Context: an optimization exercise on an open-source flow, tuned for small area. The choices shown serve that exercise and are no tape-out recipe. The clock input has no modelled driver; a real chip could not lean on it and would need a root buffer or a full tree.

before:
==> module pwm_softstart, before the edit <==
module pwm_softstart (
    input  wire       clk,
    input  wire       rst,
    input  wire       ramp_n,
    input  wire       tc_n,
    input  wire       step_n,
    output wire       motor,
    output wire [4:0] led,
    output wire [1:0] mstate,
    output wire [1:0] pidx_o
);
    localparam [1:0] MS_OFF = 2'd0, MS_ON = 2'd1, MS_RAMP = 2'd2, MS_PENDQ = 2'd3;
    localparam [2:0] PH_DISPATCH    = 3'd2;
    localparam [2:0] PH_TC          = 3'd5;
    localparam [2:0] PH_TC_SETTLE   = 3'd3;
    localparam [2:0] PH_STEP        = 3'd1;
    localparam [2:0] PH_STEP_SETTLE = 3'd0;
    localparam [2:0] PH_POFF_SETTLE = 3'd7;
    localparam [2:0] PH_RAMP_ON     = 3'd4;
    localparam [2:0] PH_RAMP_OFF    = 3'd6;
    localparam [18:0] ACC_INIT = 19'd486655;
    reg [1:0]  ms;
    reg [1:0]  pidx;
    reg        tc_latched, step_latched, ramp_prev;
    reg [2:0]  ph;
    reg [10:0] timer;
    reg [18:0] acc;
    wire ramping = (ph == PH_RAMP_ON) || (ph == PH_RAMP_OFF);
    wire [10:0] off_t = acc[18:8];
    assign mstate = ms;
    assign pidx_o = pidx;
    assign motor  = ms[0] | (ph == PH_RAMP_ON);
    assign led    = ms[0] ? 5'b11111 :
                    ramping ? {off_t < 11'd384, off_t < 11'd768, off_t < 11'd1144,
                               off_t < 11'd1528, 1'b1} : 5'b00000;
    wire ramp_edge = ramp_prev & ~ramp_n;
    reg [1:0] ms1;
    always @(*) begin
        ms1 = ms;
        if (ramp_edge) begin
            if (ms == MS_OFF)     ms1 = MS_RAMP;
            else if (ms == MS_ON) ms1 = MS_PENDQ;
        end
    end
    reg [18:0] slope;
    always @(*) begin
        case (pidx)
            2'd0:    slope = 19'd1946;
            2'd1:    slope = 19'd3891;
            2'd2:    slope = 19'd9728;
            default: slope = 19'd19456;
        endcase
    end
    wire        begin_ramp = (ph == PH_DISPATCH) && (ms1 == MS_RAMP);
    wire        next_per   = (ph == PH_RAMP_OFF) && (timer == 11'h7FF);
    wire [18:0] acc_next   = (begin_ramp ? ACC_INIT : acc) - ((begin_ramp | next_per) ? slope : 19'd0);
    wire        ramp_done  = (acc_next[18:11] == 8'd0);
    wire        timer_zero = (timer == 11'h7FF);
    always @(posedge clk) begin
        timer <= timer + 1'b1;
        acc   <= acc_next;
        if (rst) begin
            ms           <= MS_OFF;
            pidx         <= 2'd0;
            tc_latched   <= 1'b0;
            step_latched <= 1'b0;
            ph           <= PH_DISPATCH;
            ramp_prev    <= 1'b0;
        end else begin
            ramp_prev <= ramp_n;
            ms        <= ms1;
            case (ph)
                PH_DISPATCH: begin
                    if (ms1 == MS_RAMP) begin
                        timer <= 11'd48;
                        ph    <= PH_RAMP_ON;
                    end else if (ms1 == MS_PENDQ && ramp_n) begin
                        timer <= 11'd1048;
                        ph    <= PH_POFF_SETTLE;
                    end else begin
                        ph <= PH_TC;
                    end
                end
                PH_TC: begin
                    tc_latched <= ~tc_n;
                    if (!tc_n && !tc_latched) begin
                        timer <= 11'd1048;
                        ph    <= PH_TC_SETTLE;
                    end else begin
                        ph <= PH_STEP;
                    end
                end
                PH_TC_SETTLE: begin
                    if (timer_zero) begin
                        pidx <= pidx + 2'd1;
                        ph   <= PH_STEP;
                    end
                end
                PH_STEP: begin
                    step_latched <= ~step_n;
                    if (!step_n && !step_latched) begin
                        timer <= 11'd1048;
                        ph    <= PH_STEP_SETTLE;
                    end else begin
                        ph <= PH_DISPATCH;
                    end
                end
                PH_STEP_SETTLE: begin
                    if (timer_zero) begin
                        if (ms1 == MS_OFF)     ms <= MS_ON;
                        else if (ms1 == MS_ON) ms <= MS_OFF;
                        ph <= PH_DISPATCH;
                    end
                end
                PH_POFF_SETTLE: begin
                    if (timer_zero) begin
                        ms <= MS_OFF;
                        ph <= PH_TC;
                    end
                end
                PH_RAMP_ON: begin
                    if (timer == ~off_t)
                        ph <= PH_RAMP_OFF;
                end
                default: begin  
                    if (timer_zero) begin
                        if (ramp_done) begin
                            ms <= MS_ON;
                            ph <= PH_TC;
                        end else begin
                                timer <= 11'd48;
                            ph    <= PH_RAMP_ON;
                        end
                    end
                end
            endcase
        end
    end
endmodule
Settings: LEC_CHECK=0, CAP_MARGIN=0, CORE_AREA=2.5 2.5 60.5 60.5, DIE_AREA=0 0 63 63, SLEW_MARGIN=0; clock period 10.0 ns.
standard.sh (not shown) runs the stock make flow with config.mk's settings and CLKGATE_MAP_FILE= SYNTH_SCRIPT=/design/flow/synth_recipe.tcl, a recipe that flattens the netlist after the stock synthesis.
==> flow/flow/run.sh <==
#!/bin/bash
# Layout flow: the standard ORFS flow, with
#  - area-oriented technology mapping in synthesis: ABC runs flow/abc.script
#    (deepsyn then area-recovering mapping) once per seed in ABC_SEEDS and
#    the smallest mapping is kept (flow/abc_multi.tcl); no adder-cell
#    mapping and no Kogge-Stone carry lookahead. Registers come out as in
#    the standard synthesis: only the combinational mapping differs.
#  - plain buf_1 cells as the port buffers,
#  - two clock buffers driven by the clock port, each at the centre of a
#    cluster of flip-flops, instead of TritonCTS's H-tree (flow/cts_hook.tcl,
#    buffer count and cell in flow/clk_buf).
# make's full output goes to make_flow.log; ORFS's per-step logs to orfs/logs.
set -euo pipefail
W=$(pwd)
F=$W/flow
# synth.tcl with its abc call replaced by flow/abc_multi.tcl
sed -e "s#log_cmd abc {\*}\$abc_args#source $F/abc_multi.tcl#" \
    "$FLOW_HOME/scripts/synth.tcl" > "$W/own_synth.tcl"
grep -q "source $F/abc_multi.tcl" "$W/own_synth.tcl"
sed -e "s#source \$::env(SCRIPTS_DIR)/synth.tcl#source $W/own_synth.tcl#" \
    "$W/synth_recipe.tcl" > "$W/own_synth_recipe.tcl"
grep -q "source $W/own_synth.tcl" "$W/own_synth_recipe.tcl"
export OWN_FLOW_DIR="$F" OWN_WORK_DIR="$W" ABC_SEEDS="1 2 3 4 5 6 7 8"
export CLK_BUF_FILE="$F/clk_buf"
bash "$W/standard.sh" \
    "SYNTH_SCRIPT=$W/own_synth_recipe.tcl" \
    "ADDER_MAP_FILE=" \
    "SYNTH_OPERATIONS_ARGS=-noshare" \
    "BUFFER_PORTS_ARGS=-buffer_cell sky130_fd_sc_hd__buf_1" \
    "PRE_CTS_TCL=$F/cts_hook.tcl" \
    finish > "$W/make_flow.log" 2>&1
test -f "$W/out/final.def"
Other scripts of this flow, unchanged in this note and not shown: flow/flow/abc.script, flow/flow/abc_multi.tcl, flow/flow/clk_buf, flow/flow/cts_hook.tcl
Setup changes, before to after
--- a/flow/design.v
+++ b/flow/design.v
@@ -53,10 +53,10 @@
     end
     wire        begin_ramp = (ph == PH_DISPATCH) && (ms1 == MS_RAMP);
-    wire        next_per   = (ph == PH_RAMP_OFF) && (timer == 11'h7FF);
+    wire        next_per   = (ph == PH_RAMP_OFF) && (timer == 11'd0);
     wire [18:0] acc_next   = (begin_ramp ? ACC_INIT : acc) - ((begin_ramp | next_per) ? slope : 19'd0);
     wire        ramp_done  = (acc_next[18:11] == 8'd0);
-    wire        timer_zero = (timer == 11'h7FF);
+    wire        timer_zero = (timer == 11'd0);
     always @(posedge clk) begin
-        timer <= timer + 1'b1;
+        timer <= timer - 1'b1;
         acc   <= acc_next;
         if (rst) begin
@@ -73,8 +73,8 @@
                 PH_DISPATCH: begin
                     if (ms1 == MS_RAMP) begin
-                        timer <= 11'd48;
+                        timer <= 11'd1999;
                         ph    <= PH_RAMP_ON;
                     end else if (ms1 == MS_PENDQ && ramp_n) begin
-                        timer <= 11'd1048;
+                        timer <= 11'd999;
                         ph    <= PH_POFF_SETTLE;
                     end else begin
@@ -85,5 +85,5 @@
                     tc_latched <= ~tc_n;
                     if (!tc_n && !tc_latched) begin
-                        timer <= 11'd1048;
+                        timer <= 11'd999;
                         ph    <= PH_TC_SETTLE;
                     end else begin
@@ -100,5 +100,5 @@
                     step_latched <= ~step_n;
                     if (!step_n && !step_latched) begin
-                        timer <= 11'd1048;
+                        timer <= 11'd999;
                         ph    <= PH_STEP_SETTLE;
                     end else begin
@@ -120,5 +120,5 @@
                 end
                 PH_RAMP_ON: begin
-                    if (timer == ~off_t)
+                    if (timer == off_t)
                         ph <= PH_RAMP_OFF;
                 end
@@ -129,5 +129,5 @@
                             ph <= PH_TC;
                         end else begin
-                                timer <= 11'd48;
+                                timer <= 11'd1999;
                             ph    <= PH_RAMP_ON;
                         end
## What came out
NOTE: area growth from synthesis to final layout in after exceeds that of before
The run showing the smaller worst setup slack is after.
The standard cells in after occupy more silicon area than those in before do.
Against before, number of fill cells in the layout in after fell slightly.
From before to after the numbers moved as follows: end-of-flow core utilization saw an increase; all-layer global routing usage picked up an extra 2.0 points; clock skew lower.
No functional check of the RTL was part of any run of this note. In every run of this note, the design's own scripts or RTL, not TritonCTS, make the clock network.

[static timing again, ports no longer ideal]
In the flow no input, the clock included, has a driving cell. The finished layouts below were timed again as built, in two steps. Step 1: set_driving_cell puts a clkbuf_16 on clk and a buf_2 on each other input, an assumption about the parent block. Step 2 adds t to the input delays and takes it off the output delays; t is the mean of the earliest and latest rising clock arrival at the registers after step 1. Input paths then give back, and output paths get back, about the clock's delay inside the block. a / b / c = no drivers / after step 1 / after step 2; a / b = the first two.
run	shift t [ns]	setup WS [ns]	hold WS [ns]	slew at the worst register clock pin (ns)
before	0.205	2.504 / 2.519 / 2.314	0.467 / 0.467 / 0.467	0.12 / 0.12
after	0.206	1.014 / 1.014 / 1.014	0.486 / 0.486 / 0.486	0.12 / 0.12
After both steps every run listed still meets setup and hold. The setup slack of before, which loses most, moves by +0.015 ns with the drivers and by -0.190 ns with both steps.
